Source: an optimization exercise on an open RTL-to-GDS flow (aim: a short achievable clock period and few clock cycles). Production flows keep margins and buffers that such runs may drop.
In this exercise RTL edits were held to simulation tests only and were not proved equivalent to the original.
Power and IR drop assume default switching activity.

`design/flow/design.v`:
```
module image_thresholder (
    input  wire        clk,
    input  wire        rst,           
    input  wire        cmd_valid,
    output wire        cmd_ready,
    input  wire [31:0] cmd_data,
    input  wire [7:0]  rd_idx,
    output reg  [31:0] rd_data,
    output wire        out_valid,
    input  wire        out_ready,
    output wire [7:0]  out_data,
    output wire        out_last
);
    localparam BUF_BYTES = 256;
    localparam NAME_MAX  = 16;
    localparam [2:0] S_IDLE  = 3'd0;
    localparam [2:0] S_LOAD  = 3'd1;
    localparam [2:0] S_EMIT  = 3'd2;
    localparam [2:0] S_DONE  = 3'd3;
    localparam [2:0] S_ERROR = 3'd4;
    localparam [3:0] ERR_DIM      = 4'd1;
    localparam [3:0] ERR_CAPACITY = 4'd2;
    localparam [3:0] ERR_OVERRUN  = 4'd3;
    localparam [3:0] ERR_UNDERRUN = 4'd4;
    localparam [3:0] ERR_SEQUENCE = 4'd5;
    localparam [3:0] ERR_OPCODE   = 4'd6;
    localparam [3:0] ERR_RESERVED = 4'd7;
    localparam [3:0] ERR_NAME     = 4'd8;
    localparam [7:0] OP_NOP    = 8'h00;
    localparam [7:0] OP_SETW   = 8'h01;
    localparam [7:0] OP_SETH   = 8'h02;
    localparam [7:0] OP_SETF   = 8'h03;
    localparam [7:0] OP_NCLR   = 8'h04;
    localparam [7:0] OP_NBYTE  = 8'h05;
    localparam [7:0] OP_START  = 8'h08;
    localparam [7:0] OP_PIXEL  = 8'h09;
    localparam [7:0] OP_THRESH = 8'h0A;
    localparam [7:0] OP_FINISH = 8'h0B;
    localparam [7:0] OP_ABORT  = 8'h0F;
    localparam [2:0] P_MARK = 3'd0;
    localparam [2:0] P_NAME = 3'd1;
    localparam [2:0] P_C1   = 3'd2;
    localparam [2:0] P_BL   = 3'd3;
    localparam [2:0] P_C2   = 3'd4;
    localparam [2:0] P_RS   = 3'd5;
    localparam [2:0] P_C3   = 3'd6;
    localparam [2:0] P_PAY  = 3'd7;
    reg [2:0]  state;
    reg [3:0]  err;
    reg [23:0] width;
    reg [23:0] height;
    reg        flag_inv;
    reg        flag_lb;
    reg [4:0]  name_len;         
    reg [8:0]  row_stride;       
    reg [8:0]  byte_length;      
    reg [10:0] cur_x;            
    reg [8:0]  cur_y;            
    reg [8:0]  thresh_result;
    reg [9:0]  out_count;        
    reg [8*BUF_BYTES-1:0] buffer;    
    reg [7:0]  name   [0:NAME_MAX-1];
    wire [7:0]  op    = cmd_data[31:24];
    wire [23:0] imm   = cmd_data[23:0];
    reg op_known;
    reg op_resv_bits;
    always @(*) begin
        op_known     = 1'b1;
        op_resv_bits = 1'b0;
        case (op)
            OP_NOP, OP_NCLR, OP_START, OP_FINISH, OP_ABORT: op_resv_bits = (imm != 24'd0);
            OP_SETF:                                        op_resv_bits = (imm[23:2] != 22'd0);
            OP_NBYTE:                                       op_resv_bits = (imm[23:8] != 16'd0);
            OP_SETW, OP_SETH, OP_PIXEL, OP_THRESH:          op_resv_bits = 1'b0;
            default:                                        op_known = 1'b0;
        endcase
    end
    wire st_cfg   = (state == S_IDLE) || (state == S_DONE) || (state == S_ERROR);
    wire st_load  = (state == S_LOAD);
    wire st_error = (state == S_ERROR);
    reg op_legal;
    always @(*) begin
        case (op)
            OP_NOP, OP_THRESH, OP_ABORT:                            op_legal = 1'b1;
            OP_SETW, OP_SETH, OP_SETF, OP_NCLR, OP_NBYTE, OP_START: op_legal = st_cfg;
            OP_PIXEL, OP_FINISH:                                    op_legal = st_load;
            default:                                                op_legal = 1'b0;
        endcase
    end
    reg        start_pend;       
    reg [1:0]  thr_busy;         
    reg [1:0]  dims_age;         
    assign cmd_ready = (state != S_EMIT) && !start_pend && (thr_busy == 2'd0);
    wire   cmd_fire  = cmd_valid && cmd_ready;
    wire   cmd_ok    = cmd_fire && op_known && !op_resv_bits && op_legal;
    wire [21:0] w_rs_full = width[23:3] + {20'd0, (width[2:0] != 3'd0)};
    reg  [8:0]  da_rs;
    reg  [8:0]  da_h;
    reg         da_big;
    reg         da_zero;
    always @(posedge clk) begin
        da_rs   <= w_rs_full[8:0];
        da_h    <= height[8:0];
        da_big  <= (w_rs_full > 22'd256) || (height > 24'd256);
        da_zero <= (width == 24'd0) || (height == 24'd0);
    end
    wire [17:0] da_bl = da_h * da_rs;
    reg  [8:0]  db_rs;
    reg  [8:0]  db_bl;
    reg         db_fits;
    reg         db_zero;
    always @(posedge clk) begin
        db_rs   <= da_rs;
        db_bl   <= da_bl[8:0];
        db_fits <= !da_big && (da_bl <= 18'd256);
        db_zero <= da_zero;
    end
    wire dims_ok = (dims_age == 2'd2);
    reg  x_last;
    reg  y_full;
    wire w_is1     = (width == 24'd1);
    wire x_next_ls = ({13'd0, cur_x} + 24'd2 == width);
    wire y_next_fl = ({15'd0, cur_y} + 24'd1 == height);
    reg        p1_v;
    reg [23:0] p1_rgb;
    reg [2:0]  p1_pos;
    reg        p1_flush;
    reg [7:0]  pack;
    reg [7:0]  wq;               
    reg        p2_we;
    reg [7:0]  p2_addr;
    reg [7:0]  gd [0:15];        
    wire [9:0] p1_sum   = {2'b00, p1_rgb[23:16]} + {2'b00, p1_rgb[15:8]} + {2'b00, p1_rgb[7:0]};
    wire       p1_bit   = (p1_sum >= 10'd381) ^ flag_inv;
    wire [7:0] p1_merge = pack | ({7'd0, p1_bit} << (3'd7 - p1_pos));
    reg [23:0] thr_rgb;
    reg [9:0]  thr_sum;
    wire [9:0] thr_gray = thr_sum / 10'd3;
    reg        out_v;
    reg [7:0]  out_r;
    reg        out_l;
    assign out_valid = out_v;
    assign out_data  = out_r;
    assign out_last  = out_l;
    wire   out_fire  = out_v && out_ready;
    reg [2:0]  g_phase;
    reg [4:0]  g_idx;
    reg [7:0]  g_addr;
    reg        g_nib;
    reg        g_lf;
    reg [8:0]  g_col;
    reg [7:0]  g_pb;             
    reg [7:0]  rptr;
    reg [7:0]  s1 [0:15];        
    wire [7:0] rq = s1[rptr[7:4]];
    integer gi;
    always @(posedge clk)
        for (gi = 0; gi < 16; gi = gi + 1)
            s1[gi] <= buffer[{gi[3:0], rptr[3:0], 3'd0} +: 8];
    reg [1:0]  bl_h, rs_h;
    reg [6:0]  bl_r, rs_r;
    reg [3:0]  bl_t, bl_o, rs_t, rs_o;
    reg [1:0]  bl_nd, rs_nd;
    always @(posedge clk) begin
        bl_h  <= (byte_length >= 9'd200) ? 2'd2 : (byte_length >= 9'd100) ? 2'd1 : 2'd0;
        bl_r  <= (byte_length >= 9'd200) ? byte_length - 9'd200 :
                 (byte_length >= 9'd100) ? byte_length - 9'd100 : byte_length;
        rs_h  <= (row_stride >= 9'd200) ? 2'd2 : (row_stride >= 9'd100) ? 2'd1 : 2'd0;
        rs_r  <= (row_stride >= 9'd200) ? row_stride - 9'd200 :
                 (row_stride >= 9'd100) ? row_stride - 9'd100 : row_stride;
        bl_t  <= bl_r / 7'd10;
        bl_o  <= bl_r % 7'd10;
        rs_t  <= rs_r / 7'd10;
        rs_o  <= rs_r % 7'd10;
        bl_nd <= (bl_h != 2'd0) ? 2'd3 : (bl_r >= 7'd10) ? 2'd2 : 2'd1;
        rs_nd <= (rs_h != 2'd0) ? 2'd3 : (rs_r >= 7'd10) ? 2'd2 : 2'd1;
    end
    reg [1:0] bl_h2, rs_h2;
    always @(posedge clk) begin
        bl_h2 <= bl_h;
        rs_h2 <= rs_h;
    end
    wire [3:0] g_nibv = g_nib ? g_pb[3:0] : g_pb[7:4];
    wire [7:0] g_hex  = (g_nibv < 4'd10) ? (8'h30 + {4'd0, g_nibv}) : (8'h37 + {4'd0, g_nibv});
    wire [3:0] bl_dig = (g_idx[1:0] == 2'd0) ? {2'd0, bl_h2} : (g_idx[1:0] == 2'd1) ? bl_t : bl_o;
    wire [3:0] rs_dig = (g_idx[1:0] == 2'd0) ? {2'd0, rs_h2} : (g_idx[1:0] == 2'd1) ? rs_t : rs_o;
    reg [7:0] g_byte;
    always @(*) begin
        case (g_phase)
            P_MARK:           g_byte = (g_idx[1:0] == 2'd1) ? 8'h44 : 8'h47;
            P_NAME:           g_byte = name[g_idx[3:0]];
            P_C1, P_C2, P_C3: g_byte = 8'h2C;
            P_BL:             g_byte = {4'h3, bl_dig};
            P_RS:             g_byte = {4'h3, rs_dig};
            default:          g_byte = g_lf ? 8'h0A : g_hex;
        endcase
    end
    wire g_last = (g_phase == P_PAY) && !g_lf && g_nib && ({1'b0, g_addr} == byte_length - 9'd1);
    wire [31:0] rd_q;
    wire [7:0] vn0 = ~{err, 1'b0, state};
    wire [23:0] vn1 = ~width;
    wire [23:0] vn2 = ~height;
    wire [1:0] vn3 = ~{flag_lb, flag_inv};
    wire [4:0] vn4 = ~name_len;
    wire [8:0] vn5 = ~row_stride;
    wire [8:0] vn6 = ~byte_length;
    wire [10:0] vn7 = ~cur_x;
    wire [8:0] vn8 = ~cur_y;
    wire [8:0] vn9 = ~thresh_result;
    wire [9:0] vn10 = ~out_count;
    wire rd_hzn0;
    image_thresholder_rdhzn u_rdhzn0 (.idx(rd_idx[7:4]), .hzn(rd_hzn0));
    wire rd_hzn1;
    image_thresholder_rdhzn u_rdhzn1 (.idx(rd_idx[7:4]), .hzn(rd_hzn1));
    wire rd_hzn2;
    image_thresholder_rdhzn u_rdhzn2 (.idx(rd_idx[7:4]), .hzn(rd_hzn2));
    wire rd_hzn3;
    image_thresholder_rdhzn u_rdhzn3 (.idx(rd_idx[7:4]), .hzn(rd_hzn3));
    wire [13:0] rd_seln0;
    image_thresholder_rddec u_rddec0 (.idx(rd_idx[3:0]), .seln(rd_seln0));
    wire [13:0] rd_seln1;
    image_thresholder_rddec u_rddec1 (.idx(rd_idx[3:0]), .seln(rd_seln1));
    wire [13:0] rd_seln2;
    image_thresholder_rddec u_rddec2 (.idx(rd_idx[3:0]), .seln(rd_seln2));
    wire [13:0] rd_seln3;
    image_thresholder_rddec u_rddec3 (.idx(rd_idx[3:0]), .seln(rd_seln3));
    wire rd_u0_0;
    image_thresholder_oai22 u_rd_u0_0 (.a1(rd_seln0[0]), .a2(vn0[0]), .b1(rd_seln0[1]), .b2(vn1[0]), .y(rd_u0_0));
    wire rd_u0_1;
    image_thresholder_oai22 u_rd_u0_1 (.a1(rd_seln0[2]), .a2(vn2[0]), .b1(rd_seln0[3]), .b2(vn3[0]), .y(rd_u0_1));
    wire rd_u0_2;
    image_thresholder_oai22 u_rd_u0_2 (.a1(rd_seln0[4]), .a2(vn4[0]), .b1(rd_seln0[5]), .b2(vn5[0]), .y(rd_u0_2));
    wire rd_u0_3;
    image_thresholder_oai22 u_rd_u0_3 (.a1(rd_seln0[6]), .a2(vn6[0]), .b1(rd_seln0[7]), .b2(vn7[0]), .y(rd_u0_3));
    wire rd_u0_4;
    image_thresholder_oai22 u_rd_u0_4 (.a1(rd_seln0[8]), .a2(vn8[0]), .b1(rd_seln0[9]), .b2(vn9[0]), .y(rd_u0_4));
    wire rd_u0_5;
    image_thresholder_oai22 u_rd_u0_5 (.a1(rd_seln0[10]), .a2(vn10[0]), .b1(1'b1), .b2(1'b1), .y(rd_u0_5));
    wire rd_n0_0;
    image_thresholder_nor3 u_rd_n0_0 (.a(rd_u0_0), .b(rd_u0_1), .c(rd_u0_2), .y(rd_n0_0));
    wire rd_n0_1;
    image_thresholder_nor3 u_rd_n0_1 (.a(rd_u0_3), .b(rd_u0_4), .c(rd_u0_5), .y(rd_n0_1));
    image_thresholder_aoi21 u_rd_q0 (.a1(rd_n0_0), .a2(rd_n0_1), .b(rd_hzn0), .y(rd_q[0]));
    wire rd_u1_0;
    image_thresholder_oai22 u_rd_u1_0 (.a1(rd_seln0[0]), .a2(vn0[1]), .b1(rd_seln0[1]), .b2(vn1[1]), .y(rd_u1_0));
    wire rd_u1_1;
    image_thresholder_oai22 u_rd_u1_1 (.a1(rd_seln0[2]), .a2(vn2[1]), .b1(rd_seln0[3]), .b2(vn3[1]), .y(rd_u1_1));
    wire rd_u1_2;
    image_thresholder_oai22 u_rd_u1_2 (.a1(rd_seln0[4]), .a2(vn4[1]), .b1(rd_seln0[5]), .b2(vn5[1]), .y(rd_u1_2));
    wire rd_u1_3;
    image_thresholder_oai22 u_rd_u1_3 (.a1(rd_seln0[6]), .a2(vn6[1]), .b1(rd_seln0[7]), .b2(vn7[1]), .y(rd_u1_3));
    wire rd_u1_4;
    image_thresholder_oai22 u_rd_u1_4 (.a1(rd_seln0[8]), .a2(vn8[1]), .b1(rd_seln0[9]), .b2(vn9[1]), .y(rd_u1_4));
    wire rd_u1_5;
    image_thresholder_oai22 u_rd_u1_5 (.a1(rd_seln0[10]), .a2(vn10[1]), .b1(1'b1), .b2(1'b1), .y(rd_u1_5));
    wire rd_n1_0;
    image_thresholder_nor3 u_rd_n1_0 (.a(rd_u1_0), .b(rd_u1_1), .c(rd_u1_2), .y(rd_n1_0));
    wire rd_n1_1;
    image_thresholder_nor3 u_rd_n1_1 (.a(rd_u1_3), .b(rd_u1_4), .c(rd_u1_5), .y(rd_n1_1));
    image_thresholder_aoi21 u_rd_q1 (.a1(rd_n1_0), .a2(rd_n1_1), .b(rd_hzn0), .y(rd_q[1]));
    wire rd_u2_0;
    image_thresholder_oai22 u_rd_u2_0 (.a1(rd_seln0[0]), .a2(vn0[2]), .b1(rd_seln0[1]), .b2(vn1[2]), .y(rd_u2_0));
    wire rd_u2_1;
    image_thresholder_oai22 u_rd_u2_1 (.a1(rd_seln0[2]), .a2(vn2[2]), .b1(rd_seln0[4]), .b2(vn4[2]), .y(rd_u2_1));
    wire rd_u2_2;
    image_thresholder_oai22 u_rd_u2_2 (.a1(rd_seln0[5]), .a2(vn5[2]), .b1(rd_seln0[6]), .b2(vn6[2]), .y(rd_u2_2));
    wire rd_u2_3;
    image_thresholder_oai22 u_rd_u2_3 (.a1(rd_seln0[7]), .a2(vn7[2]), .b1(rd_seln0[8]), .b2(vn8[2]), .y(rd_u2_3));
    wire rd_u2_4;
    image_thresholder_oai22 u_rd_u2_4 (.a1(rd_seln0[9]), .a2(vn9[2]), .b1(rd_seln0[10]), .b2(vn10[2]), .y(rd_u2_4));
    wire rd_n2_0;
    image_thresholder_nor3 u_rd_n2_0 (.a(rd_u2_0), .b(rd_u2_1), .c(rd_u2_2), .y(rd_n2_0));
    wire rd_n2_1;
    image_thresholder_nor3 u_rd_n2_1 (.a(rd_u2_3), .b(rd_u2_4), .c(1'b0), .y(rd_n2_1));
    image_thresholder_aoi21 u_rd_q2 (.a1(rd_n2_0), .a2(rd_n2_1), .b(rd_hzn0), .y(rd_q[2]));
    wire rd_u3_0;
    image_thresholder_oai22 u_rd_u3_0 (.a1(rd_seln0[1]), .a2(vn1[3]), .b1(rd_seln0[2]), .b2(vn2[3]), .y(rd_u3_0));
    wire rd_u3_1;
    image_thresholder_oai22 u_rd_u3_1 (.a1(rd_seln0[4]), .a2(vn4[3]), .b1(rd_seln0[5]), .b2(vn5[3]), .y(rd_u3_1));
    wire rd_u3_2;
    image_thresholder_oai22 u_rd_u3_2 (.a1(rd_seln0[6]), .a2(vn6[3]), .b1(rd_seln0[7]), .b2(vn7[3]), .y(rd_u3_2));
    wire rd_u3_3;
    image_thresholder_oai22 u_rd_u3_3 (.a1(rd_seln0[8]), .a2(vn8[3]), .b1(rd_seln0[9]), .b2(vn9[3]), .y(rd_u3_3));
    wire rd_u3_4;
    image_thresholder_oai22 u_rd_u3_4 (.a1(rd_seln0[10]), .a2(vn10[3]), .b1(1'b1), .b2(1'b1), .y(rd_u3_4));
    wire rd_n3_0;
    image_thresholder_nor3 u_rd_n3_0 (.a(rd_u3_0), .b(rd_u3_1), .c(rd_u3_2), .y(rd_n3_0));
    wire rd_n3_1;
    image_thresholder_nor3 u_rd_n3_1 (.a(rd_u3_3), .b(rd_u3_4), .c(1'b0), .y(rd_n3_1));
    image_thresholder_aoi21 u_rd_q3 (.a1(rd_n3_0), .a2(rd_n3_1), .b(rd_hzn0), .y(rd_q[3]));
    wire rd_u4_0;
    image_thresholder_oai22 u_rd_u4_0 (.a1(rd_seln1[0]), .a2(vn0[4]), .b1(rd_seln1[1]), .b2(vn1[4]), .y(rd_u4_0));
    wire rd_u4_1;
    image_thresholder_oai22 u_rd_u4_1 (.a1(rd_seln1[2]), .a2(vn2[4]), .b1(rd_seln1[4]), .b2(vn4[4]), .y(rd_u4_1));
    wire rd_u4_2;
    image_thresholder_oai22 u_rd_u4_2 (.a1(rd_seln1[5]), .a2(vn5[4]), .b1(rd_seln1[6]), .b2(vn6[4]), .y(rd_u4_2));
    wire rd_u4_3;
    image_thresholder_oai22 u_rd_u4_3 (.a1(rd_seln1[7]), .a2(vn7[4]), .b1(rd_seln1[8]), .b2(vn8[4]), .y(rd_u4_3));
    wire rd_u4_4;
    image_thresholder_oai22 u_rd_u4_4 (.a1(rd_seln1[9]), .a2(vn9[4]), .b1(rd_seln1[10]), .b2(vn10[4]), .y(rd_u4_4));
    wire rd_u4_5;
    image_thresholder_oai22 u_rd_u4_5 (.a1(rd_seln1[13]), .a2(1'b0), .b1(1'b1), .b2(1'b1), .y(rd_u4_5));
    wire rd_n4_0;
    image_thresholder_nor3 u_rd_n4_0 (.a(rd_u4_0), .b(rd_u4_1), .c(rd_u4_2), .y(rd_n4_0));
    wire rd_n4_1;
    image_thresholder_nor3 u_rd_n4_1 (.a(rd_u4_3), .b(rd_u4_4), .c(rd_u4_5), .y(rd_n4_1));
    image_thresholder_aoi21 u_rd_q4 (.a1(rd_n4_0), .a2(rd_n4_1), .b(rd_hzn0), .y(rd_q[4]));
    wire rd_u5_0;
    image_thresholder_oai22 u_rd_u5_0 (.a1(rd_seln1[0]), .a2(vn0[5]), .b1(rd_seln1[1]), .b2(vn1[5]), .y(rd_u5_0));
    wire rd_u5_1;
    image_thresholder_oai22 u_rd_u5_1 (.a1(rd_seln1[2]), .a2(vn2[5]), .b1(rd_seln1[5]), .b2(vn5[5]), .y(rd_u5_1));
    wire rd_u5_2;
    image_thresholder_oai22 u_rd_u5_2 (.a1(rd_seln1[6]), .a2(vn6[5]), .b1(rd_seln1[7]), .b2(vn7[5]), .y(rd_u5_2));
    wire rd_u5_3;
    image_thresholder_oai22 u_rd_u5_3 (.a1(rd_seln1[8]), .a2(vn8[5]), .b1(rd_seln1[9]), .b2(vn9[5]), .y(rd_u5_3));
    wire rd_u5_4;
    image_thresholder_oai22 u_rd_u5_4 (.a1(rd_seln1[10]), .a2(vn10[5]), .b1(1'b1), .b2(1'b1), .y(rd_u5_4));
    wire rd_n5_0;
    image_thresholder_nor3 u_rd_n5_0 (.a(rd_u5_0), .b(rd_u5_1), .c(rd_u5_2), .y(rd_n5_0));
    wire rd_n5_1;
    image_thresholder_nor3 u_rd_n5_1 (.a(rd_u5_3), .b(rd_u5_4), .c(1'b0), .y(rd_n5_1));
    image_thresholder_aoi21 u_rd_q5 (.a1(rd_n5_0), .a2(rd_n5_1), .b(rd_hzn0), .y(rd_q[5]));
    wire rd_u6_0;
    image_thresholder_oai22 u_rd_u6_0 (.a1(rd_seln1[0]), .a2(vn0[6]), .b1(rd_seln1[1]), .b2(vn1[6]), .y(rd_u6_0));
    wire rd_u6_1;
    image_thresholder_oai22 u_rd_u6_1 (.a1(rd_seln1[2]), .a2(vn2[6]), .b1(rd_seln1[5]), .b2(vn5[6]), .y(rd_u6_1));
    wire rd_u6_2;
    image_thresholder_oai22 u_rd_u6_2 (.a1(rd_seln1[6]), .a2(vn6[6]), .b1(rd_seln1[7]), .b2(vn7[6]), .y(rd_u6_2));
    wire rd_u6_3;
    image_thresholder_oai22 u_rd_u6_3 (.a1(rd_seln1[8]), .a2(vn8[6]), .b1(rd_seln1[9]), .b2(vn9[6]), .y(rd_u6_3));
    wire rd_u6_4;
    image_thresholder_oai22 u_rd_u6_4 (.a1(rd_seln1[10]), .a2(vn10[6]), .b1(1'b1), .b2(1'b1), .y(rd_u6_4));
    wire rd_n6_0;
    image_thresholder_nor3 u_rd_n6_0 (.a(rd_u6_0), .b(rd_u6_1), .c(rd_u6_2), .y(rd_n6_0));
    wire rd_n6_1;
    image_thresholder_nor3 u_rd_n6_1 (.a(rd_u6_3), .b(rd_u6_4), .c(1'b0), .y(rd_n6_1));
    image_thresholder_aoi21 u_rd_q6 (.a1(rd_n6_0), .a2(rd_n6_1), .b(rd_hzn1), .y(rd_q[6]));
    wire rd_u7_0;
    image_thresholder_oai22 u_rd_u7_0 (.a1(rd_seln1[0]), .a2(vn0[7]), .b1(rd_seln1[1]), .b2(vn1[7]), .y(rd_u7_0));
    wire rd_u7_1;
    image_thresholder_oai22 u_rd_u7_1 (.a1(rd_seln1[2]), .a2(vn2[7]), .b1(rd_seln1[5]), .b2(vn5[7]), .y(rd_u7_1));
    wire rd_u7_2;
    image_thresholder_oai22 u_rd_u7_2 (.a1(rd_seln1[6]), .a2(vn6[7]), .b1(rd_seln1[7]), .b2(vn7[7]), .y(rd_u7_2));
    wire rd_u7_3;
    image_thresholder_oai22 u_rd_u7_3 (.a1(rd_seln1[8]), .a2(vn8[7]), .b1(rd_seln1[9]), .b2(vn9[7]), .y(rd_u7_3));
    wire rd_u7_4;
    image_thresholder_oai22 u_rd_u7_4 (.a1(rd_seln1[10]), .a2(vn10[7]), .b1(1'b1), .b2(1'b1), .y(rd_u7_4));
    wire rd_n7_0;
    image_thresholder_nor3 u_rd_n7_0 (.a(rd_u7_0), .b(rd_u7_1), .c(rd_u7_2), .y(rd_n7_0));
    wire rd_n7_1;
    image_thresholder_nor3 u_rd_n7_1 (.a(rd_u7_3), .b(rd_u7_4), .c(1'b0), .y(rd_n7_1));
    image_thresholder_aoi21 u_rd_q7 (.a1(rd_n7_0), .a2(rd_n7_1), .b(rd_hzn1), .y(rd_q[7]));
    wire rd_u8_0;
    image_thresholder_oai22 u_rd_u8_0 (.a1(rd_seln2[1]), .a2(vn1[8]), .b1(rd_seln2[2]), .b2(vn2[8]), .y(rd_u8_0));
    wire rd_u8_1;
    image_thresholder_oai22 u_rd_u8_1 (.a1(rd_seln2[5]), .a2(vn5[8]), .b1(rd_seln2[6]), .b2(vn6[8]), .y(rd_u8_1));
    wire rd_u8_2;
    image_thresholder_oai22 u_rd_u8_2 (.a1(rd_seln2[7]), .a2(vn7[8]), .b1(rd_seln2[8]), .b2(vn8[8]), .y(rd_u8_2));
    wire rd_u8_3;
    image_thresholder_oai22 u_rd_u8_3 (.a1(rd_seln2[9]), .a2(vn9[8]), .b1(rd_seln2[10]), .b2(vn10[8]), .y(rd_u8_3));
    wire rd_u8_4;
    image_thresholder_oai22 u_rd_u8_4 (.a1(rd_seln2[12]), .a2(1'b0), .b1(1'b1), .b2(1'b1), .y(rd_u8_4));
    wire rd_n8_0;
    image_thresholder_nor3 u_rd_n8_0 (.a(rd_u8_0), .b(rd_u8_1), .c(rd_u8_2), .y(rd_n8_0));
    wire rd_n8_1;
    image_thresholder_nor3 u_rd_n8_1 (.a(rd_u8_3), .b(rd_u8_4), .c(1'b0), .y(rd_n8_1));
    image_thresholder_aoi21 u_rd_q8 (.a1(rd_n8_0), .a2(rd_n8_1), .b(rd_hzn1), .y(rd_q[8]));
    wire rd_u9_0;
    image_thresholder_oai22 u_rd_u9_0 (.a1(rd_seln2[1]), .a2(vn1[9]), .b1(rd_seln2[2]), .b2(vn2[9]), .y(rd_u9_0));
    wire rd_u9_1;
    image_thresholder_oai22 u_rd_u9_1 (.a1(rd_seln2[7]), .a2(vn7[9]), .b1(rd_seln2[10]), .b2(vn10[9]), .y(rd_u9_1));
    wire rd_n9_0;
    image_thresholder_nor3 u_rd_n9_0 (.a(rd_u9_0), .b(rd_u9_1), .c(1'b0), .y(rd_n9_0));
    image_thresholder_aoi21 u_rd_q9 (.a1(rd_n9_0), .a2(1'b1), .b(rd_hzn1), .y(rd_q[9]));
    wire rd_u10_0;
    image_thresholder_oai22 u_rd_u10_0 (.a1(rd_seln2[1]), .a2(vn1[10]), .b1(rd_seln2[2]), .b2(vn2[10]), .y(rd_u10_0));
    wire rd_u10_1;
    image_thresholder_oai22 u_rd_u10_1 (.a1(rd_seln2[7]), .a2(vn7[10]), .b1(1'b1), .b2(1'b1), .y(rd_u10_1));
    wire rd_n10_0;
    image_thresholder_nor3 u_rd_n10_0 (.a(rd_u10_0), .b(rd_u10_1), .c(1'b0), .y(rd_n10_0));
    image_thresholder_aoi21 u_rd_q10 (.a1(rd_n10_0), .a2(1'b1), .b(rd_hzn1), .y(rd_q[10]));
    wire rd_u11_0;
    image_thresholder_oai22 u_rd_u11_0 (.a1(rd_seln2[1]), .a2(vn1[11]), .b1(rd_seln2[2]), .b2(vn2[11]), .y(rd_u11_0));
    wire rd_n11_0;
    image_thresholder_nor3 u_rd_n11_0 (.a(rd_u11_0), .b(1'b0), .c(1'b0), .y(rd_n11_0));
    image_thresholder_aoi21 u_rd_q11 (.a1(rd_n11_0), .a2(1'b1), .b(rd_hzn1), .y(rd_q[11]));
    wire rd_u12_0;
    image_thresholder_oai22 u_rd_u12_0 (.a1(rd_seln3[1]), .a2(vn1[12]), .b1(rd_seln3[2]), .b2(vn2[12]), .y(rd_u12_0));
    wire rd_n12_0;
    image_thresholder_nor3 u_rd_n12_0 (.a(rd_u12_0), .b(1'b0), .c(1'b0), .y(rd_n12_0));
    image_thresholder_aoi21 u_rd_q12 (.a1(rd_n12_0), .a2(1'b1), .b(rd_hzn2), .y(rd_q[12]));
    wire rd_u13_0;
    image_thresholder_oai22 u_rd_u13_0 (.a1(rd_seln3[1]), .a2(vn1[13]), .b1(rd_seln3[2]), .b2(vn2[13]), .y(rd_u13_0));
    wire rd_n13_0;
    image_thresholder_nor3 u_rd_n13_0 (.a(rd_u13_0), .b(1'b0), .c(1'b0), .y(rd_n13_0));
    image_thresholder_aoi21 u_rd_q13 (.a1(rd_n13_0), .a2(1'b1), .b(rd_hzn2), .y(rd_q[13]));
    wire rd_u14_0;
    image_thresholder_oai22 u_rd_u14_0 (.a1(rd_seln3[1]), .a2(vn1[14]), .b1(rd_seln3[2]), .b2(vn2[14]), .y(rd_u14_0));
    wire rd_n14_0;
    image_thresholder_nor3 u_rd_n14_0 (.a(rd_u14_0), .b(1'b0), .c(1'b0), .y(rd_n14_0));
    image_thresholder_aoi21 u_rd_q14 (.a1(rd_n14_0), .a2(1'b1), .b(rd_hzn2), .y(rd_q[14]));
    wire rd_u15_0;
    image_thresholder_oai22 u_rd_u15_0 (.a1(rd_seln3[1]), .a2(vn1[15]), .b1(rd_seln3[2]), .b2(vn2[15]), .y(rd_u15_0));
    wire rd_n15_0;
    image_thresholder_nor3 u_rd_n15_0 (.a(rd_u15_0), .b(1'b0), .c(1'b0), .y(rd_n15_0));
    image_thresholder_aoi21 u_rd_q15 (.a1(rd_n15_0), .a2(1'b1), .b(rd_hzn2), .y(rd_q[15]));
    wire rd_u16_0;
    image_thresholder_oai22 u_rd_u16_0 (.a1(rd_seln3[1]), .a2(vn1[16]), .b1(rd_seln3[2]), .b2(vn2[16]), .y(rd_u16_0));
    wire rd_n16_0;
    image_thresholder_nor3 u_rd_n16_0 (.a(rd_u16_0), .b(1'b0), .c(1'b0), .y(rd_n16_0));
    image_thresholder_aoi21 u_rd_q16 (.a1(rd_n16_0), .a2(1'b1), .b(rd_hzn2), .y(rd_q[16]));
    wire rd_u17_0;
    image_thresholder_oai22 u_rd_u17_0 (.a1(rd_seln3[1]), .a2(vn1[17]), .b1(rd_seln3[2]), .b2(vn2[17]), .y(rd_u17_0));
    wire rd_n17_0;
    image_thresholder_nor3 u_rd_n17_0 (.a(rd_u17_0), .b(1'b0), .c(1'b0), .y(rd_n17_0));
    image_thresholder_aoi21 u_rd_q17 (.a1(rd_n17_0), .a2(1'b1), .b(rd_hzn2), .y(rd_q[17]));
    wire rd_u18_0;
    image_thresholder_oai22 u_rd_u18_0 (.a1(rd_seln3[1]), .a2(vn1[18]), .b1(rd_seln3[2]), .b2(vn2[18]), .y(rd_u18_0));
    wire rd_n18_0;
    image_thresholder_nor3 u_rd_n18_0 (.a(rd_u18_0), .b(1'b0), .c(1'b0), .y(rd_n18_0));
    image_thresholder_aoi21 u_rd_q18 (.a1(rd_n18_0), .a2(1'b1), .b(rd_hzn3), .y(rd_q[18]));
    wire rd_u19_0;
    image_thresholder_oai22 u_rd_u19_0 (.a1(rd_seln3[1]), .a2(vn1[19]), .b1(rd_seln3[2]), .b2(vn2[19]), .y(rd_u19_0));
    wire rd_n19_0;
    image_thresholder_nor3 u_rd_n19_0 (.a(rd_u19_0), .b(1'b0), .c(1'b0), .y(rd_n19_0));
    image_thresholder_aoi21 u_rd_q19 (.a1(rd_n19_0), .a2(1'b1), .b(rd_hzn3), .y(rd_q[19]));
    wire rd_u20_0;
    image_thresholder_oai22 u_rd_u20_0 (.a1(rd_seln3[1]), .a2(vn1[20]), .b1(rd_seln3[2]), .b2(vn2[20]), .y(rd_u20_0));
    wire rd_n20_0;
    image_thresholder_nor3 u_rd_n20_0 (.a(rd_u20_0), .b(1'b0), .c(1'b0), .y(rd_n20_0));
    image_thresholder_aoi21 u_rd_q20 (.a1(rd_n20_0), .a2(1'b1), .b(rd_hzn3), .y(rd_q[20]));
    wire rd_u21_0;
    image_thresholder_oai22 u_rd_u21_0 (.a1(rd_seln3[1]), .a2(vn1[21]), .b1(rd_seln3[2]), .b2(vn2[21]), .y(rd_u21_0));
    wire rd_n21_0;
    image_thresholder_nor3 u_rd_n21_0 (.a(rd_u21_0), .b(1'b0), .c(1'b0), .y(rd_n21_0));
    image_thresholder_aoi21 u_rd_q21 (.a1(rd_n21_0), .a2(1'b1), .b(rd_hzn3), .y(rd_q[21]));
    wire rd_u22_0;
    image_thresholder_oai22 u_rd_u22_0 (.a1(rd_seln3[1]), .a2(vn1[22]), .b1(rd_seln3[2]), .b2(vn2[22]), .y(rd_u22_0));
    wire rd_n22_0;
    image_thresholder_nor3 u_rd_n22_0 (.a(rd_u22_0), .b(1'b0), .c(1'b0), .y(rd_n22_0));
    image_thresholder_aoi21 u_rd_q22 (.a1(rd_n22_0), .a2(1'b1), .b(rd_hzn3), .y(rd_q[22]));
    wire rd_u23_0;
    image_thresholder_oai22 u_rd_u23_0 (.a1(rd_seln3[1]), .a2(vn1[23]), .b1(rd_seln3[2]), .b2(vn2[23]), .y(rd_u23_0));
    wire rd_n23_0;
    image_thresholder_nor3 u_rd_n23_0 (.a(rd_u23_0), .b(1'b0), .c(1'b0), .y(rd_n23_0));
    image_thresholder_aoi21 u_rd_q23 (.a1(rd_n23_0), .a2(1'b1), .b(rd_hzn3), .y(rd_q[23]));
    assign rd_q[31:24] = 8'd0;
    always @(*) rd_data = rd_q;
    wire start_go = (start_pend || (cmd_ok && op == OP_START)) && dims_ok;
    always @(posedge clk) begin
        if (rst) begin
            state         <= S_IDLE;
            err           <= 4'd0;
            width         <= 24'd0;
            height        <= 24'd0;
            flag_inv      <= 1'b0;
            flag_lb       <= 1'b0;
            name_len      <= 5'd0;
            row_stride    <= 9'd0;
            byte_length   <= 9'd0;
            cur_x         <= 11'd0;
            cur_y         <= 9'd0;
            thresh_result <= 9'd0;
            out_count     <= 10'd0;
            start_pend    <= 1'b0;
            thr_busy      <= 2'd0;
            dims_age      <= 2'd0;
            p1_v          <= 1'b0;
            p2_we         <= 1'b0;
            out_v         <= 1'b0;
            out_l         <= 1'b0;
        end else begin
            if (dims_age != 2'd2)
                dims_age <= dims_age + 2'd1;
            if (thr_busy == 2'd1) begin
                thr_sum  <= {2'b00, thr_rgb[23:16]} + {2'b00, thr_rgb[15:8]} + {2'b00, thr_rgb[7:0]};
                thr_busy <= 2'd2;
            end else if (thr_busy == 2'd2) begin
                thresh_result <= {(thr_sum >= 10'd381), thr_gray[7:0]};
                thr_busy      <= 2'd0;
            end
            p1_v  <= 1'b0;
            p2_we <= 1'b0;
            if (p1_v) begin
                if (p1_flush) begin
                    pack    <= 8'h00;
                    p2_we   <= 1'b1;
                    p2_addr <= wq;
                    wq      <= wq + 8'd1;
                end else begin
                    pack    <= p1_merge;
                end
            end
            if (out_fire) begin
                out_count <= out_count + 10'd1;
                if (out_l) begin
                    out_v <= 1'b0;
                    out_l <= 1'b0;
                    state <= S_DONE;
                end else begin
                    out_r <= g_byte;
                    out_l <= g_last;
                    case (g_phase)
                        P_MARK: begin
                            if (g_idx[1:0] == 2'd2) begin
                                g_idx   <= 5'd0;
                                g_phase <= (name_len == 5'd0) ? P_C1 : P_NAME;
                            end else begin
                                g_idx <= g_idx + 5'd1;
                            end
                        end
                        P_NAME: begin
                            if (g_idx == name_len - 5'd1) begin
                                g_idx   <= 5'd0;
                                g_phase <= P_C1;
                            end else begin
                                g_idx <= g_idx + 5'd1;
                            end
                        end
                        P_C1: begin
                            g_phase <= P_BL;
                            g_idx   <= {3'd0, 2'd3 - bl_nd};
                        end
                        P_BL: begin
                            if (g_idx[1:0] == 2'd2) g_phase <= P_C2;
                            g_idx <= g_idx + 5'd1;
                        end
                        P_C2: begin
                            g_phase <= P_RS;
                            g_idx   <= {3'd0, 2'd3 - rs_nd};
                        end
                        P_RS: begin
                            if (g_idx[1:0] == 2'd2) g_phase <= P_C3;
                            g_idx <= g_idx + 5'd1;
                        end
                        P_C3: begin
                            g_phase <= P_PAY;
                            g_addr  <= 8'd0;
                            g_nib   <= 1'b0;
                            g_col   <= 9'd0;
                            g_lf    <= flag_lb;
                            g_pb    <= rq;
                            rptr    <= 8'd1;
                        end
                        default: begin
                            if (g_lf) begin
                                g_lf <= 1'b0;
                            end else if (!g_nib) begin
                                g_nib <= 1'b1;
                            end else begin
                                g_nib  <= 1'b0;
                                g_addr <= g_addr + 8'd1;
                                g_pb   <= rq;
                                rptr   <= rptr + 8'd1;
                                if (g_col == row_stride - 9'd1) begin
                                    g_col <= 9'd0;
                                    g_lf  <= flag_lb;
                                end else begin
                                    g_col <= g_col + 9'd1;
                                end
                            end
                        end
                    endcase
                end
            end
            if (cmd_fire) begin
                if (!op_known) begin
                    if (!st_error) begin state <= S_ERROR; err <= ERR_OPCODE; end
                end else if (op_resv_bits) begin
                    if (!st_error) begin state <= S_ERROR; err <= ERR_RESERVED; end
                end else if (!op_legal) begin
                    if (!st_error) begin state <= S_ERROR; err <= ERR_SEQUENCE; end
                end else begin
                    case (op)
                        OP_SETW: begin
                            width    <= imm;
                            dims_age <= 2'd0;
                        end
                        OP_SETH: begin
                            height   <= imm;
                            dims_age <= 2'd0;
                        end
                        OP_SETF: begin
                            flag_inv <= imm[0];
                            flag_lb  <= imm[1];
                        end
                        OP_NCLR: name_len <= 5'd0;
                        OP_NBYTE: begin
                            if (name_len[4]) begin
                                if (!st_error) begin state <= S_ERROR; err <= ERR_NAME; end
                            end else begin
                                name_len <= name_len + 5'd1;
                            end
                        end
                        OP_START: begin
                            if (!dims_ok)
                                start_pend <= 1'b1;
                        end
                        OP_PIXEL: begin
                            if (y_full) begin
                                state <= S_ERROR;
                                err   <= ERR_OVERRUN;
                            end else begin
                                p1_v     <= 1'b1;
                                if (x_last) begin
                                    cur_x  <= 11'd0;
                                    cur_y  <= cur_y + 9'd1;
                                    x_last <= w_is1;
                                    y_full <= y_next_fl;
                                end else begin
                                    cur_x  <= cur_x + 11'd1;
                                    x_last <= x_next_ls;
                                end
                            end
                        end
                        OP_THRESH: thr_busy <= 2'd1;
                        OP_FINISH: begin
                            if (!y_full) begin
                                state <= S_ERROR;
                                err   <= ERR_UNDERRUN;
                            end else begin
                                state     <= S_EMIT;
                                out_count <= 10'd0;
                                out_v     <= 1'b1;
                                out_r     <= 8'h7E;
                                out_l     <= 1'b0;
                                g_phase   <= P_MARK;
                                g_idx     <= 5'd1;
                                rptr      <= 8'd0;
                            end
                        end
                        OP_ABORT: begin
                            state <= S_IDLE;
                            err   <= 4'd0;
                        end
                        default: ;
                    endcase
                end
            end
            if (start_go) begin
                start_pend <= 1'b0;
                if (db_zero) begin
                    state <= S_ERROR;
                    err   <= ERR_DIM;
                end else if (!db_fits) begin
                    state <= S_ERROR;
                    err   <= ERR_CAPACITY;
                end else begin
                    state       <= S_LOAD;
                    err         <= 4'd0;
                    row_stride  <= db_rs;
                    byte_length <= db_bl;
                    cur_x       <= 11'd0;
                    cur_y       <= 9'd0;
                    x_last      <= w_is1;
                    y_full      <= 1'b0;
                    out_count   <= 10'd0;
                    pack        <= 8'h00;
                    p1_v        <= 1'b0;
                    p2_we       <= 1'b0;
                    wq          <= 8'd0;
                end
            end
        end
    end
    always @(posedge clk) begin
        if (!rst && p1_v && p1_flush)
            gd[wq[7:4]] <= p1_merge;
    end
    integer bi;
    always @(posedge clk) begin
        for (bi = 0; bi < BUF_BYTES; bi = bi + 1)
            if (!rst && p2_we && (p2_addr == bi))
                buffer[8*bi +: 8] <= gd[bi / 16];
    end
    always @(posedge clk) begin
        if (!name_len[4])
            name[name_len[3:0]] <= imm[7:0];
    end
    always @(posedge clk) begin
        p1_rgb   <= imm;
        p1_pos   <= cur_x[2:0];
        p1_flush <= (cur_x[2:0] == 3'd7) || x_last;
        if (thr_busy == 2'd0)
            thr_rgb <= imm;
    end
endmodule
module image_thresholder_rddec (
    input  wire [3:0]  idx,
    output wire [13:0] seln
);
    wire [3:0] idxn;
    image_thresholder_inv4 u_inv (.a(idx), .y(idxn));
    genvar k;
    generate
        for (k = 0; k < 14; k = k + 1) begin : g_sel
            image_thresholder_nand4 u_nand (
                .a(k[3] ? idx[3] : idxn[3]), .b(k[2] ? idx[2] : idxn[2]),
                .c(k[1] ? idx[1] : idxn[1]), .d(k[0] ? idx[0] : idxn[0]),
                .y(seln[k]));
        end
    endgenerate
endmodule
module image_thresholder_rdhzn (
    input  wire [3:0] idx,
    output wire       hzn
);
    wire ha, hb;
    image_thresholder_nor2 u_ha (.a(idx[3]), .b(idx[2]), .y(ha));
    image_thresholder_nor2 u_hb (.a(idx[1]), .b(idx[0]), .y(hb));
    image_thresholder_nand2 u_hz (.a(ha), .b(hb), .y(hzn));
endmodule
module image_thresholder_inv4 (
    input  wire [3:0] a,
    output wire [3:0] y
);
    assign y = ~a;
endmodule
module image_thresholder_nand4 (
    input  wire a, b, c, d,
    output wire y
);
    assign y = ~(a & b & c & d);
endmodule
module image_thresholder_nand2 (
    input  wire a, b,
    output wire y
);
    assign y = ~(a & b);
endmodule
module image_thresholder_nor2 (
    input  wire a, b,
    output wire y
);
    assign y = ~(a | b);
endmodule
module image_thresholder_oai22 (
    input  wire a1, a2, b1, b2,
    output wire y
);
    assign y = ~((a1 | a2) & (b1 | b2));
endmodule
module image_thresholder_nor3 (
    input  wire a, b, c,
    output wire y
);
    assign y = ~(a | b | c);
endmodule
module image_thresholder_aoi21 (
    input  wire a1, a2, b,
    output wire y
);
    assign y = ~((a1 & a2) | b);
endmodule
```
`design/flow/flow/run.sh`:
```
#!/bin/bash
set -e
MARGIN=6.5
{
  echo "export SETUP_SLACK_MARGIN = $MARGIN"
  echo "export TNS_END_PERCENT = 100"
} >> config.mk
bash standard.sh > standard.log 2>&1
```
`design/flow/standard.sh`:
```
#!/bin/bash
# synth_recipe.tcl (not shown) runs the flow's synth.tcl, then flattens the netlist and writes it again
# the make line also repeats each setting of config.mk as NAME=value (left out here)
make -C /OpenROAD-flow-scripts/flow DESIGN_CONFIG=/design/flow/config.mk WORK_HOME=/design/flow/orfs CLKGATE_MAP_FILE= SYNTH_SCRIPT=/design/flow/synth_recipe.tcl "${@:-finish}"
```
`design/flow/config.mk`:
```
export PLATFORM = sky130hd
export DESIGN_NAME = image_thresholder
export DESIGN_NICKNAME = image_thresholder
export VERILOG_FILES = /design/flow/design.v
export SDC_FILE = /design/flow/constraint.sdc
export NUM_CORES = 4
export LEC_CHECK = 0
export ABC_CLOCK_PERIOD_IN_PS = 100
export CAP_MARGIN = 20
export CORE_MARGIN = 2
export CORE_UTILIZATION = 55
export SLEW_MARGIN = 20
export SYNTH_HIERARCHICAL = 1
export SETUP_SLACK_MARGIN = 6.5
export TNS_END_PERCENT = 100
```
`design/flow/constraint.sdc`:
```
create_clock -name core_clock -period 12.0 [get_ports {clk}]
set_input_delay 2.4000 -clock core_clock [delete_from_list [all_inputs] [get_ports {clk}]]
set_output_delay 2.4000 -clock core_clock [all_outputs]
set_load 0.01 [all_outputs]
```
==> impl_metrics.csv <==
group,metric,value,unit
pwr,pwr-share-comb,4.1,%
place,dp_cells,8862,
die,design.die.area,208000,um2
cts,htreeDepth,5,
place,dp_hpwl,176000,um
grt,grt_usage,27.2,%
pwr,swShare,20.7,%
logic_synthesis,yosysWarnings,8,
logic_synthesis,synth_area,112000,um2
pwr,clkPwrFrac,43.4,%
setup_path,worst_path_largest_cell_delay,300,ps
cts,clock_path_buffers,4,
finish,mostFrequentLayoutCells,"edfxtp_1, mux4_2, nor2_1",
setup_path,crit_slowest_cell,"nor3_2",
finish,layout.nets,6763,
grt,use_met2,43.5,%
detailed_routing,drt-total-wl,281000,um
pwr,irDropWorstVdd,0.156,mV
cts,cts_root_buffer,"clkbuf_16",
job,cap_violations,0,
die,start_util,55.4,%
grt,overflow,0,
detailed_routing,dr.pass1.iters,6,
timing,final_max_slew_viol_count,0,
die,die_h,456,um
grt,grt_pass1_vias,57900,
pwr,seqPwrFrac,52.5,%
timing,tightest_slew,1220,ps
timing,worst_hold_slack,328,ps
finish,final_area,126000,um2
timing,clock_skew,64.7,ps
setup_path,path_class,"in -> out",
setup_path,endpoint_kind,"output pin",
cts,clock-sinks,2785,
setup_path,crit_required,9600,ps
timing,finalSetupViolations,0,
timing,hold_violations,0,
setup_path,worstPathCellList,"buf_12 -> clkinvlp_4 -> nand4_1 -> buf_4 -> o22ai_1 -> nor3_2 -> a21oi_2 -> buf_2",
grt,antenna_found_initial,11,
timing,setup_tns,0,ps
cts,cts_made_buffers,300,
pwr,p_switching,4150,uW
finish,layout_commonest_cell,"edfxtp_1",
timing,period_minus_slack,5970,ps
grt,grt_busiest_layer,"met2",
die,placementRows,165,
pwr,leakage,0.0407,uW
finish,drive_gt1_share,21.7,%
timing,rsz0062_at_grt,"true",
cts,clk_pin_slew,60,ps
cts,clkLatencyLatePin,940,ps
place,port_buffers,78,
logic_synthesis,postSynthAreaPerCell,17.9,um2
cts,cts_tree,"yes",
finish,syn2layout_area_growth,12.6,%
detailed_routing,ant_nets,0,
die,ioPinCount,87,
setup_path,crit_fanout,8,
detailed_routing,drt_iter0_drc,6232,
timing,slew_headroom,18.3,%
run_status,status,"no timing/DRC/antenna violations",
pwr,power.total,20000,uW
detailed_routing,drc,0,
setup_path,crit_arrival,3570,ps
finish,fin_cells,9463,
setup_path,ff2ff_setup_slack,6890,ps
detailed_routing,via_per_inst,6.18,
place,place_area,116000,um2
die,die_w,456,um
timing,finalCritPeriodShare,49.7,%
worst_hold_path,hp-class,"reg -> reg",
setup_path,cp-start-kind,"primary input",
place,gp_congestion,0.876,
grt,use_met3,5.37,%
die,coreArea,202000,um2
pwr,intPower,15900,uW
logic_synthesis,synthCells,6253,
grt,grt.met1_usage,38.2,%
pwr,power.density,159,nW/um2
cts,holdBufCountCts,0,
detailed_routing,wl_per_cell,29.7,um
timing,fmax,0.168,GHz
grt,grt_pass1_wl,409000,um
grt,grt_max_degree,139,
detailed_routing,via_count,58500,
power by group through the flow:
| stage | combinational [uW] | clock [uW] | sequential, uW |
|---|---|---|---|
| 3_5_place_dp | 806 | 0 | 10700 |
| 5_1_grt | 868 | 9220 | 10500 |
| 3_3_place_gp | 802 | 0 | 10700 |
| 6_report | 816 | 8700 | 10500 |
| 4_1_cts | 821 | 8850 | 10500 |
| 2_1_floorplan | 528 | 0 | 10700 |
registers in the layout (all words and copies together), names as in the netlist, 10 cells and up, named ones only:
signal,cells
gd,128
thr_sum,10
s1,128
cur_x,11
width,24
p1_rgb,24
buffer,2048
thr_rgb,24
name,128
height,24
out_count,10
worst paths after layout:
kind	cells after the start	end	from
setup / recovery	8	rd_data[3]	rd_idx[3]
hold / removal	0	db_zero$_DFF_P_	da_zero$_DFF_P_
setup reg to reg	13	gd[15][4]$_DFFE_PP_	p1_rgb[1]$_DFF_P_
hold reg to reg	0	db_zero$_DFF_P_	da_zero$_DFF_P_
what timing repair did:
item | CTS | global route
resized for setup | 197 | 20
setup buffers | 50 | 6
endpoints found under the setup margin | 95 | 125
pin swaps | 63 | 28
gates cloned | 4 | 2
stage by stage:
step	utilization, %	setup WS [ps]
after floorplan	-	6340
after global placement	57.4	4640
after detailed placement	57.4	4490
after CTS	62.3	6100
after global routing	62.4	5960
final	62.4	6030
worst max-delay path, delay by kind of cell:
family / cells / cell delay [ps]
compound gates: 2 / 160
buf+inv: 4 / 540
simple gates: 2 / 460
area by class of cell:
cell class / count / area (um2)
sequential: 2785 / 79900
clock buffer: 441 / 8430
fill: 14500 / 76000
clock inverter: 86 / 708
timing repair buffer: 236 / 2100
tap: 2672 / 3340
multi-input combinational: 2962 / 30700
antenna: 7 / 17.5
inverter: 274 / 1050
metal layers:
| metal | share of wire (%) | routed length [um] |
|---|---|---|
| met1 | 41 | 115000 |
| met4 | 3.1 | 8770 |
| met2 | 48 | 136000 |
| met3 | 7.4 | 20900 |
| met5 | 0.014 | 40 |
Testbench counts, summed over its fixed seeds: cycles 107,009.

## static timing again, ports no longer ideal
No port has a modelled driver above. Below, the same layout with a new extraction and two added sets of constraints.
Step 1: set_driving_cell puts a clkbuf_16 on clk and a buf_2 on each other input, an assumption about the parent block.
Step 2 times the ports against the registers' clock, not the clock port: input delays grow and output delays shrink by t, the midpoint of the rising clock arrivals with the driver on.
Slacks: ideal / step 1 / step 2; pairs: ideal / step 1.
t, ns: 0.999
setup WS [ns]: 6.034 / 5.912 / 5.901
worst register clock-pin slew, ns: 0.07 / 0.07
After both steps this run still meets setup and hold. The setup slack of this run moves by -0.122 ns with the drivers and by -0.133 ns with both steps.
